This is an optimization exercise on Yosys and OpenROAD, whose aim is small area, a short achievable clock period and few clock cycles per item, not a production implementation.
The RTL was checked by simulation tests, not by an equivalence proof against the original design.
Power figures rest on the tool's default switching activity, not on a simulated workload.

Setup of the previous run:
==> flow/design.v (excerpt) <==
module emsd_decoder (
    input  wire        clk,
    input  wire        rst,         
    input  wire        wr_en,
    input  wire [3:0]  wr_addr,
    input  wire [31:0] wr_data,
    input  wire [9:0]  width,
    input  wire [7:0]  offset,
    input  wire        start,
    output wire        busy,
    output reg  [2:0]  rcode,
    output reg  [2:0]  pos,
    output reg  [31:0] digits,
    output reg  [15:0] cursor,
    output reg  [9:0]  modw,
    output wire [76:0] codes,       
    output reg         nobar,
    output reg         oob,
    output reg         cfgerr
);
Size: about 4800 cells after synthesis, ~810 flip-flops, roughly 200 I/O pins, roughly 0.050 mm^2 of cells after synthesis.
clock: 12.0 ns
lec_check: 0
cap_margin: 20
core_margin: 2
core_utilization: 40
slew_margin: 20
standard.sh (not shown) runs the stock make flow with config.mk's settings and CLKGATE_MAP_FILE= SYNTH_SCRIPT=/design/flow/synth_recipe.tcl, a recipe that flattens the netlist after the stock synthesis.
==> flow/flow/run.sh <==
#!/bin/bash
# The standard ORFS layout (the standard.sh, unchanged synthesis), with
#  - repair_timing asked to keep a larger setup margin, so that the resizer
#    also works on paths that already meet the 12 ns clock;
#  - the port buffers that buffer_ports inserts made plain buf_2 cells
#    (every input and output still gets its buffer);
#  - larger clock-tree sink clusters (fewer leaf buffers).
# The clock, the SDC and every other setting are the standard flow's.  make's full output
# goes to standard.log (ORFS keeps each step's log under orfs/logs).
set -euo pipefail
bash standard.sh SETUP_SLACK_MARGIN=8.0 "BUFFER_PORTS_ARGS=-buffer_cell sky130_fd_sc_hd__buf_2" \
    CTS_CLUSTER_SIZE=30 CTS_CLUSTER_DIAMETER=80 finish > standard.log 2>&1
Testbench counts of the previous run, summed over its fixed seeds: cycles 5,497, items 192.
What the current run does differently from the previous run at the input level:
--- a/flow/design.v
+++ b/flow/design.v
@@ -66,17 +66,18 @@
     wire [2:0]   ie  = xie;                        
     wire [2:0]   io  = xa[8:6];                    
     wire [63:0]  eo  = {sl[64*io + 32 +: 32], sl[64*ie +: 32]};
     wire [127:0] eo2 = {eo, eo};
     wire [31:0]  raw = eo2[xa[5:0] +: 32];
     wire signed [13:0] lim = $signed({4'd0, w}) - $signed({xa[12], xa});
-    wire [12:0]  nxa = -xa;
     wire [5:0]   hi  = (lim >= 14'sd32) ? 6'd32 : (lim[13] ? 6'd0 : lim[5:0]);
-    wire [5:0]   lo  = !xa[12] ? 6'd0 : (xa <= -13'sd32 ? 6'd32 : nxa[5:0]);
     reg  [31:0]  vm;
-    always @(*) for (u = 0; u < 32; u = u + 1) vm[u] = (u < hi) && (u >= lo);
+    always @(*) begin
+        for (u = 0; u < 32; u = u + 1) vm[u] = (u < hi);
+        vm[0] = (hi != 6'd0) && !xa[12];
+    end
     always @(posedge clk) begin
         sr  <= raw;
         vmr <= vm;
     end
     wire [31:0] s    = sr | ~vmr;        
     wire        sinr = vmr[0];
@@ -189,13 +190,13 @@
     function automatic [7:1] onehot(input [2:0] nn);
         integer t;
         for (t = 1; t < 8; t = t + 1) onehot[t] = (nn == t);
     endfunction
     wire [15:0] geo_i  = geom(i_n);
     wire        n_fast = (n != 10'd0) && (n <= 10'd7) &&
-                         (n == 10'd1 || ({2'd0, off} < n && off <= 8'd3));
+                         (n == 10'd1 ? ({2'd0, off} <= p) : ({2'd0, off} < n && off <= 8'd3));
     wire [15:0] cur_f  = {{3{xa[12]}}, xa} + {8'd0, off};    
     wire [9:0]  half     = {1'b0, n[9:1]};
     wire        d_ge     = (dl == 10'd1);
     wire        l_ge     = (ll == 10'd1);
     wire        v_last   = !n[0] && (s0 ? (ll == 10'd2 && dl == 10'd1)
                                         : (dl == 10'd2 && ll == 10'd1));
@@ -217,13 +218,13 @@
     wire signed [12:0] sh_s = (sh_a ? $signed({2'd0, cc}) : xa) + sh_b;
     wire [15:0] c        = cursor;
     wire [15:0] c_nx     = c + {6'd0, n};
     wire [10:0] cc       = (c[15:11] != 5'd0) ? 11'd2047 : c[10:0];
     wire        s_cfg  = (width == 10'd0) || (width > 10'd512);
     wire        s_fast = (qst == Q_DONE) && ({4'd0, i_pl} <= width) &&
-                         (i_n == 3'd1 || ({2'd0, offset} < {7'd0, i_n} && offset <= 8'd3));
+                         (i_n == 3'd1 ? ({2'd0, offset} <= {4'd0, i_pd}) : ({2'd0, offset} < {7'd0, i_n} && offset <= 8'd3));
     assign codes = {4'd0, mods[2:0],                   
                     mods[9:3],   mods[16:10], mods[23:17], mods[30:24],
                     2'd0, mods[35:31],                 
                     mods[42:36], mods[49:43], mods[56:50], mods[63:57],
                     4'd0, mods[66:64]};                
     function automatic [4:0] lookup_left(input [6:0] v);
@@ -381,13 +382,13 @@
                     vb     <= 1'b1;
                     xn     = xa + $signed({7'd0, kn_r});
                     g      <= g - 5'd1;
                     if (g == 5'd0) sn = S_DRAIN;
                 end
                 S_DRAIN: begin
-                    oob    <= nsel[1] ? ((cur_f > {6'd0, w}) || ({2'd0, off} > p))
+                    oob    <= nsel[1] ? (cur_f > {6'd0, w})
                                                : (xa > $signed({3'd0, w}));
                     cursor <= cur_f;
                     nobar  <= 1'b0;
                     sn  = S_XLATE;
                 end
                 S_XLATE: begin
## What came out
Sequential fraction of the synthesis area in the current run is 0.60 points lower than in the previous run. The current run vs the previous run: number of cells in the finished layout apart from fillers down slightly. When the current run is measured against the previous run, its growth of design area from synthesis to finish turns out 0.17 points lower. Taking the previous run as the reference, in the current run die boundary height now sits higher; count of flip-flops with a built-in enable after synthesis now sits at about the same level; smallest hold slack now sits at about the same level; total power now sits lower. Higher highest fanout seen on the critical path goes to the current run over the previous run.
Testbench counts of the current run, summed over its fixed seeds: cycles 5,497, items 192.

## run M
emsd_decoder, a different RTL version from the one above (not shown whole).
Size: ~4600 cells after synthesis, about 820 flip-flops.
Settings: LEC_CHECK=0, CAP_MARGIN=20, CORE_MARGIN=2, CORE_UTILIZATION=40, SLEW_MARGIN=20; clock period 12.0 ns.
Scripts as last shown in full above: flow/flow/run.sh
Run M completed; timing, DRC and antenna clean
Testbench counts of run M, summed over its fixed seeds: cycles 5,497, items 192.
The inputs of run G differ from those of run M as listed below.
--- a/flow/design.v
+++ b/flow/design.v
@@ -59,16 +59,14 @@
             if (wr_en && state == S_IDLE && wr_addr == wi)
                 sl[32*wi +: 32] <= wr_rev;
     reg  signed [12:0] xa;           
     reg  [31:0]        sr;           
     reg  [31:0]        vmr;          
     reg  [2:0]         xie;          
     reg  signed [12:0] xn;           
-    reg                xs;           
-    reg  [4:0]         ph_r;         
     wire [2:0]   ie  = xie;                        
     wire [2:0]   io  = xa[8:6];                    
     wire [63:0]  eo  = {sl[64*io + 32 +: 32], sl[64*ie +: 32]};
     wire [127:0] eo2 = {eo, eo};
     wire [31:0]  raw = eo2[xa[5:0] +: 32];
     wire signed [13:0] lim = $signed({4'd0, w}) - $signed({xa[12], xa});
     wire [12:0]  nxa = -xa;
@@ -191,15 +189,14 @@
     end
     wire [15:0] geo_n  = geom(n[2:0]);
     function automatic [7:1] onehot(input [2:0] nn);
         integer t;
         for (t = 1; t < 8; t = t + 1) onehot[t] = (nn == t);
     endfunction
     wire [15:0] geo_i  = geom(i_n);
-    wire signed [12:0] xs32 = $signed({{5{i_x[7]}}, i_x}) + 13'sd32 - $signed({5'd0, offset});
     wire        n_fast = (n != 10'd0) && (n <= 10'd7) &&
                          (n == 10'd1 || ({2'd0, off} < n && off <= 8'd3));
     wire [15:0] cur_f  = {{3{xa[12]}}, xa} + {8'd0, off};    
     wire [9:0]  half     = {1'b0, n[9:1]};
     wire        d_ge     = (dl == 10'd1);
     wire        l_ge     = (ll == 10'd1);
     wire        v_last   = !n[0] && (s0 ? (ll == 10'd2 && dl == 10'd1)
@@ -207,15 +204,15 @@
     reg                sh_a;         
     reg  signed [12:0] sh_b;
     always @(*) begin
         sh_a = 1'b0;
         sh_b = 13'sd1;
         case (state)
             S_SETUP:  begin sh_a = 1'b1; sh_b = -$signed({5'd0, off}); end
-            S_SETUP2: sh_b = -$signed({8'd0, ph_r});
+            S_SETUP2: sh_b = -$signed({8'd0, geo_n[4:0]});
             S_SLN:    begin sh_a = 1'b1; sh_b = 13'sd0; end
             S_SL1:    begin sh_a = 1'b1; sh_b = $signed({3'd0, n}); end
             S_SL1B:   sh_b = $signed({5'h1f, ~off});
             S_SL2:    begin sh_a = 1'b1; sh_b = -$signed({5'd0, off}); end
             default:  ;
         endcase
     end
@@ -305,29 +302,27 @@
             oob    <= 1'b0;
             cfgerr <= 1'b0;
             xa     <= 13'sd0;
             xie    <= 3'd0;
             vb     <= 1'b0;
         end else begin
             xn = xa;
-            xs = 1'b0;
             sn = state;
             vb <= 1'b0;
             if (vb) mods <= mods_fast;
             case (state)
                 S_IDLE: if (start) begin
                     oob <= 1'b0;
                     w   <= width;
                     off <= offset;
                     if (!s_cfg) begin
                         cursor <= {10'd0, i_pd};
                         modw   <= {7'd0, i_n};
                     end
                     xn    = $signed({{5{i_x[7]}}, i_x}) - $signed({5'd0, offset});
-                    xs    = 1'b1;
                     g     <= geo_i[9:5];
                     kn_r  <= geo_i[15:10];
                     nsel  <= onehot(i_n);
                     if (s_cfg) begin
                         cfgerr <= 1'b1;
                     end else begin
                         cfgerr <= 1'b0;
@@ -368,15 +363,14 @@
                         mods   <= {67{1'b1}};
                         oob    <= 1'b1;
                         sn  = S_XLATE;
                     end else if (n_fast) begin
                         xn    = sh_s;
                         g     <= geo_n[9:5];
                         kn_r  <= geo_n[15:10];
-                        ph_r  <= geo_n[4:0];
                         nsel  <= onehot(n[2:0]);
                         sn = S_SETUP2;
                     end else begin
                         mods   <= 67'd1;         
                         xn     = $signed({3'd0, p});
                         sn  = S_SL1;
                     end
@@ -448,11 +442,11 @@
                     end
                 end
                 default: sn = S_IDLE;
             endcase
             xa  <= xn;
             state  <= sn;
             busy_r <= (sn != S_IDLE);
-            xie <= xs ? xs32[8:6] : xn[8:6] + {2'd0, xn[5]};
+            xie <= xn[8:6] + {2'd0, xn[5]};
         end
     end
 endmodule
Findings:
In the reports for run G and run M, the larger met2 track utilization from global routing belongs to run G.
Relative to run M, wire length on met3 decreased by 6.5% in run G.
Run G has more setup slack than run M.
Changes observed in run G relative to run M: final cell count has remained practically unchanged, clock power has increased.
Testbench counts of run G, summed over its fixed seeds: cycles 5,497, items 192.

-- separate check: timing with driven ports --
How much do the figures lean on ideal ports? The routed layouts below were timed once more, with nothing changed but the port constraints. Step 1 assumes that a clkbuf_16 drives the clock port and a buf_2 every other input. Step 2 moves the port delays by t, midway between the first and last clock arrival at a register: inputs arrive t later, outputs are due t later. That takes back most of the time a late clock gives input paths. a / b / c = no drivers / after step 1 / after step 2; a / b = the first two.
| run | shift t [ns] | setup slack, ns | worst data-port slew with drivers (ns) |
|---|---|---|---|
| the previous run | 0.751 | 7.790 / 7.806 / 7.055 | 0.13 |
| the current run | 0.768 | 7.706 / 7.706 / 7.018 | 0.11 |
| run M | 0.742 | 7.729 / 7.729 / 7.074 | 0.10 |
| run G | 0.744 | 7.784 / 7.812 / 7.067 | 0.11 |
After both steps setup and hold are still met in every run listed. For the previous run, which loses most, drivers alone change the setup slack by +0.016 ns; drivers and shift together by -0.735 ns.
